From an optimization exercise on the open Yosys and OpenROAD flow, aimed at small area, a short achievable clock period and few clock cycles per item; shortcuts taken in it are not production practice. No activity file was given, so power comes from the tool's default toggle rates.

## main
==> flow/design.v <==
module inone_rx (
    input  wire        clk,
    input  wire        rst,           
    input  wire        cmd_valid,
    output wire        cmd_ready,
    input  wire [1:0]  cmd_op,
    input  wire [7:0]  cmd_byte,
    input  wire [31:0] now,           
    output wire        rearm,         
    output wire [5:0]  cursor,
    output wire        raw_ready,
    output wire        pkt_ready,
    output wire [2:0]  outcome,
    output wire [3:0]  lastlen,
    output wire [71:0] last_frame     
);
    localparam OP_APPEND = 2'd0;
    localparam OP_POLL   = 2'd1;
    localparam OP_GET    = 2'd2;
    localparam OC_OK     = 3'd1;
    localparam OC_MAN1   = 3'd2;
    localparam OC_FRM1   = 3'd3;
    localparam OC_LCLASS = 3'd4;
    localparam OC_MAN2   = 3'd5;
    localparam OC_FRM2   = 3'd6;
    localparam OC_CRC    = 3'd7;
    localparam [31:0] RESYNC_MS = 32'd600;
    localparam [7:0]  CRC_POLY  = 8'h8C;
    reg [5:0]  cursor_q;
    reg [31:0] lastact_q;
    reg        raw_ready_q;
    reg        pkt_ready_q;
    reg [2:0]  outcome_q;
    reg [3:0]  lastlen_q;
    reg [71:0] frame_q;
    reg        rearm_q;
    reg        wait_q;        
    reg [91:0] d;
    reg [15:0] e1;            
    reg [22:15] e2;           
    reg [4:0]  cnt;           
    reg [7:0]  crc;
    reg        done;
    assign cmd_ready  = ~wait_q;
    assign rearm      = rearm_q;
    assign cursor     = cursor_q;
    assign raw_ready  = raw_ready_q;
    assign pkt_ready  = pkt_ready_q;
    assign outcome    = outcome_q;
    assign lastlen    = lastlen_q;
    assign last_frame = frame_q;
    wire accept    = cmd_valid && !wait_q;
    wire do_append = accept && cmd_op == OP_APPEND;
    wire do_poll   = accept && cmd_op == OP_POLL;
    wire do_get    = accept && cmd_op == OP_GET;
    wire [3:0] bbit = {cmd_byte[1], cmd_byte[3], cmd_byte[5], cmd_byte[7]};
    wire [3:0] berr = {cmd_byte[1] ~^ cmd_byte[0], cmd_byte[3] ~^ cmd_byte[2],
                       cmd_byte[5] ~^ cmd_byte[4], cmd_byte[7] ~^ cmd_byte[6]};
    genvar k;
    generate
        for (k = 0; k < 23; k = k + 1) begin : g_store
            wire we = do_append && cursor_q == k;
            if (k == 0) begin : g_b0
                always @(posedge clk)
                    if (we) begin
                        d[3:2] <= bbit[3:2];
                        e1[0]  <= |berr[3:2];
                    end
            end else if (k < 15) begin : g_b1
                always @(posedge clk)
                    if (we) begin
                        d[4*k +: 4] <= bbit;
                        e1[k]       <= |berr;
                    end
            end else if (k == 15) begin : g_b15
                always @(posedge clk)
                    if (we) begin
                        d[63:60] <= bbit;
                        e1[15]   <= |berr[1:0];
                        e2[15]   <= |berr[3:2];
                    end
            end else begin : g_b2
                always @(posedge clk)
                    if (we) begin
                        d[4*k +: 4] <= bbit;
                        e2[k]       <= |berr;
                    end
            end
        end
    endgenerate
    wire [1:0] cls = {d[51], d[50]};              
    wire man1 = |e1;
    reg  frm1;
    reg  frm2;
    integer g;
    always @(*) begin
        frm1 = 1'b0;
        for (g = 0; g < 12; g = g + 1)
            if (!d[5*g + 2]) frm1 = 1'b1;
        frm2 = 1'b0;
        for (g = 0; g < 6; g = g + 1)
            if (!d[5*g + 62] && (cls[1] || (cls[0] && g < 2))) frm2 = 1'b1;
    end
    wire man2 = ((cls != 2'd0) && (|e2[17:15])) || (cls[1] && (|e2[22:18]));
    reg [2:0] oc;
    always @(*) begin
        if (man1)              oc = OC_MAN1;
        else if (frm1)         oc = OC_FRM1;
        else if (cls == 2'd3)  oc = OC_LCLASS;
        else if (man2)         oc = OC_MAN2;
        else if (frm2)         oc = OC_FRM2;
        else if (crc != 8'd0)  oc = OC_CRC;
        else                   oc = OC_OK;
    end
    wire ok = (oc == OC_OK);
    reg [71:0] fr;
    always @(*) begin
        for (g = 0; g < 18; g = g + 1)
            fr[4*g +: 4] = d[5*g + 3 +: 4];
        if (cls == 2'd0) fr[71:48] = 24'd0;
        if (cls != 2'd2) fr[71:56] = 16'd0;
    end
    wire [3:0] flen = cls[1] ? 4'd9 : cls[0] ? 4'd7 : 4'd6;
    wire [3:0] nib = fr[{cnt, 2'b00} +: 4];
    reg  [7:0] crc_nxt;
    integer q;
    always @(*) begin
        crc_nxt = crc;
        for (q = 0; q < 4; q = q + 1)
            crc_nxt = (crc_nxt >> 1) ^ ((crc_nxt[0] ^ nib[q]) ? CRC_POLY : 8'h00);
    end
    wire [4:0] last = cls[1] ? 5'd17 : cls[0] ? 5'd13 : 5'd11;
    wire restart = do_append && cursor_q <= 6'd22;
    always @(posedge clk) begin
        if (rst || restart) begin
            cnt  <= 5'd0;
            crc  <= 8'd0;
            done <= 1'b0;
        end else if (!done) begin
            cnt <= cnt + 5'd1;
            crc <= crc_nxt;
            if (cnt == last) done <= 1'b1;
        end
    end
    wire due    = (cursor_q != 6'd0) && ((now - lastact_q) > RESYNC_MS);
    wire commit = ((do_poll && raw_ready_q) || wait_q) && done;
    always @(posedge clk) begin
        if (do_append)
            lastact_q <= now;
    end
    always @(posedge clk) begin
        if (rst) begin
            cursor_q    <= 6'd0;
            raw_ready_q <= 1'b0;
            pkt_ready_q <= 1'b0;
            outcome_q   <= 3'd0;
            lastlen_q   <= 4'd0;
            frame_q     <= 72'd0;
            rearm_q     <= 1'b0;
            wait_q      <= 1'b0;
        end else begin
            rearm_q <= 1'b0;
            if (do_append) begin
                if (cursor_q == 6'd59) begin
                    cursor_q    <= 6'd0;
                    raw_ready_q <= 1'b1;
                    rearm_q     <= 1'b1;
                end else begin
                    cursor_q <= cursor_q + 6'd1;
                end
            end
            if (do_poll) begin
                if (due) begin
                    cursor_q <= 6'd0;
                    rearm_q  <= 1'b1;
                end
                if (raw_ready_q) begin
                    raw_ready_q <= 1'b0;
                    if (!done) wait_q <= 1'b1;
                end
            end
            if (do_get)
                pkt_ready_q <= 1'b0;
            if (commit) begin
                wait_q    <= 1'b0;
                outcome_q <= oc;
                if (ok) begin
                    frame_q     <= fr;
                    lastlen_q   <= flen;
                    pkt_ready_q <= 1'b1;
                end
            end
        end
    end
endmodule
Settings: LEC_CHECK=0, CAP_MARGIN=20, CORE_MARGIN=2, CORE_UTILIZATION=40, SLEW_MARGIN=20; clock period 10.0 ns.
run.sh (not shown) runs the stock make flow with config.mk's settings and CLKGATE_MAP_FILE= SYNTH_SCRIPT=/design/flow/synth_recipe.tcl, a recipe that flattens the netlist after the stock synthesis.
Input-level comparison between the feature branch and main:
-- flow/design.v --
<<< main, line 42
    reg [7:0]  crc;
    reg        done;
    assign cmd_ready  = ~wait_q;
    assign rearm      = rearm_q;
>>> the feature branch, line 42
    reg [7:0]  crc;
    reg        done;
    reg        run;           
    assign cmd_ready  = ~wait_q;
    assign rearm      = rearm_q;
<<< main, line 122
    end
    wire [3:0] flen = cls[1] ? 4'd9 : cls[0] ? 4'd7 : 4'd6;
    wire [3:0] nib = fr[{cnt, 2'b00} +: 4];
    reg  [7:0] crc_nxt;
    integer q;
>>> the feature branch, line 123
    end
    wire [3:0] flen = cls[1] ? 4'd9 : cls[0] ? 4'd7 : 4'd6;
    reg  [3:0] nib;                               
    always @(posedge clk) nib <= fr[{cnt, 2'b00} +: 4];
    reg  [7:0] crc_nxt;
    integer q;
<<< main, line 136
            cnt  <= 5'd0;
            crc  <= 8'd0;
            done <= 1'b0;
        end else if (!done) begin
            cnt <= cnt + 5'd1;
            crc <= crc_nxt;
            if (cnt == last) done <= 1'b1;
        end
    end
    wire due    = (cursor_q != 6'd0) && ((now - lastact_q) > RESYNC_MS);
    wire commit = ((do_poll && raw_ready_q) || wait_q) && done;
    always @(posedge clk) begin
>>> the feature branch, line 138
            cnt  <= 5'd0;
            crc  <= 8'd0;
            run  <= 1'b0;
            done <= 1'b0;
        end else if (!done) begin
            cnt <= cnt + 5'd1;
            run <= 1'b1;
            if (run) crc <= crc_nxt;
            if (cnt == last + 5'd1) done <= 1'b1;
        end
    end
    wire [10:0] dlo    = {1'b0, now[9:0]} - {1'b0, lastact_q[9:0]};
    wire [21:0] la_hi1 = lastact_q[31:10] + 22'd1;
    wire        hi_eq  = dlo[10] ? (now[31:10] == la_hi1) : (now[31:10] == lastact_q[31:10]);
    wire        recent = hi_eq && (dlo[9:0] <= RESYNC_MS[9:0]);
    wire due    = (cursor_q != 6'd0) && !recent;
    wire commit = ((do_poll && raw_ready_q) || wait_q) && done;
    always @(posedge clk) begin
==> summary.txt <==
Flip-flop and latch count for the feature branch: about 2% up relative to main. The feature branch: average vias per placed instance 0.72% above main. Higher buffer share of cell area goes to the feature branch over main. The feature branch went all the way through synthesis, placement and routing and the layout is clean on timing, DRC and antenna. Higher power share of the sequential group among main and the feature branch: the feature branch. The feature branch against main: switching power now sits lower, pre-CTS setup slack now sits lower, met1 track demand over resource in global routing now sits higher, core utilization of the finished layout now sits higher, number of antenna violations at the first check in global routing now sits at about the same level. Diff main -> the feature branch: clock group share of total power picked up an extra 2.7 points, average instance area after synthesis picked up an extra 5.7%.
Function was not checked in any run of this note: the RTL went through the layout flow alone.

-- separate check: timing with driven ports --
The flow's constraints put no driver on any port. The routed layouts listed below were extracted and timed again, unchanged, in two steps.
Step 1: set_driving_cell puts a clkbuf_16 on clk and a buf_2 on each other input, an assumption about the parent block.
Step 2, shift: input delay + t, output delay - t, t = (earliest + latest rising clock arrival at the registers) / 2. This alone moves slack from input paths to output paths.
Slacks: no drivers / after step 1 / after step 2; pairs: no drivers / after step 1.
run	t, ns	slack for setup (ns)	latest minus earliest clock arrival (ns)	worst slew at a driven data input, ns	cell pins on the clock port's net
main	0.585	5.107 / 5.133 / 4.548	0.015 / 0.014	0.04	1
the feature branch	0.581	4.325 / 4.353 / 3.772	0.012 / 0.012	0.04	1
After both steps setup and hold are still met in every run listed. For main, which loses most, drivers alone change the setup slack by +0.026 ns; drivers and shift together by -0.559 ns.
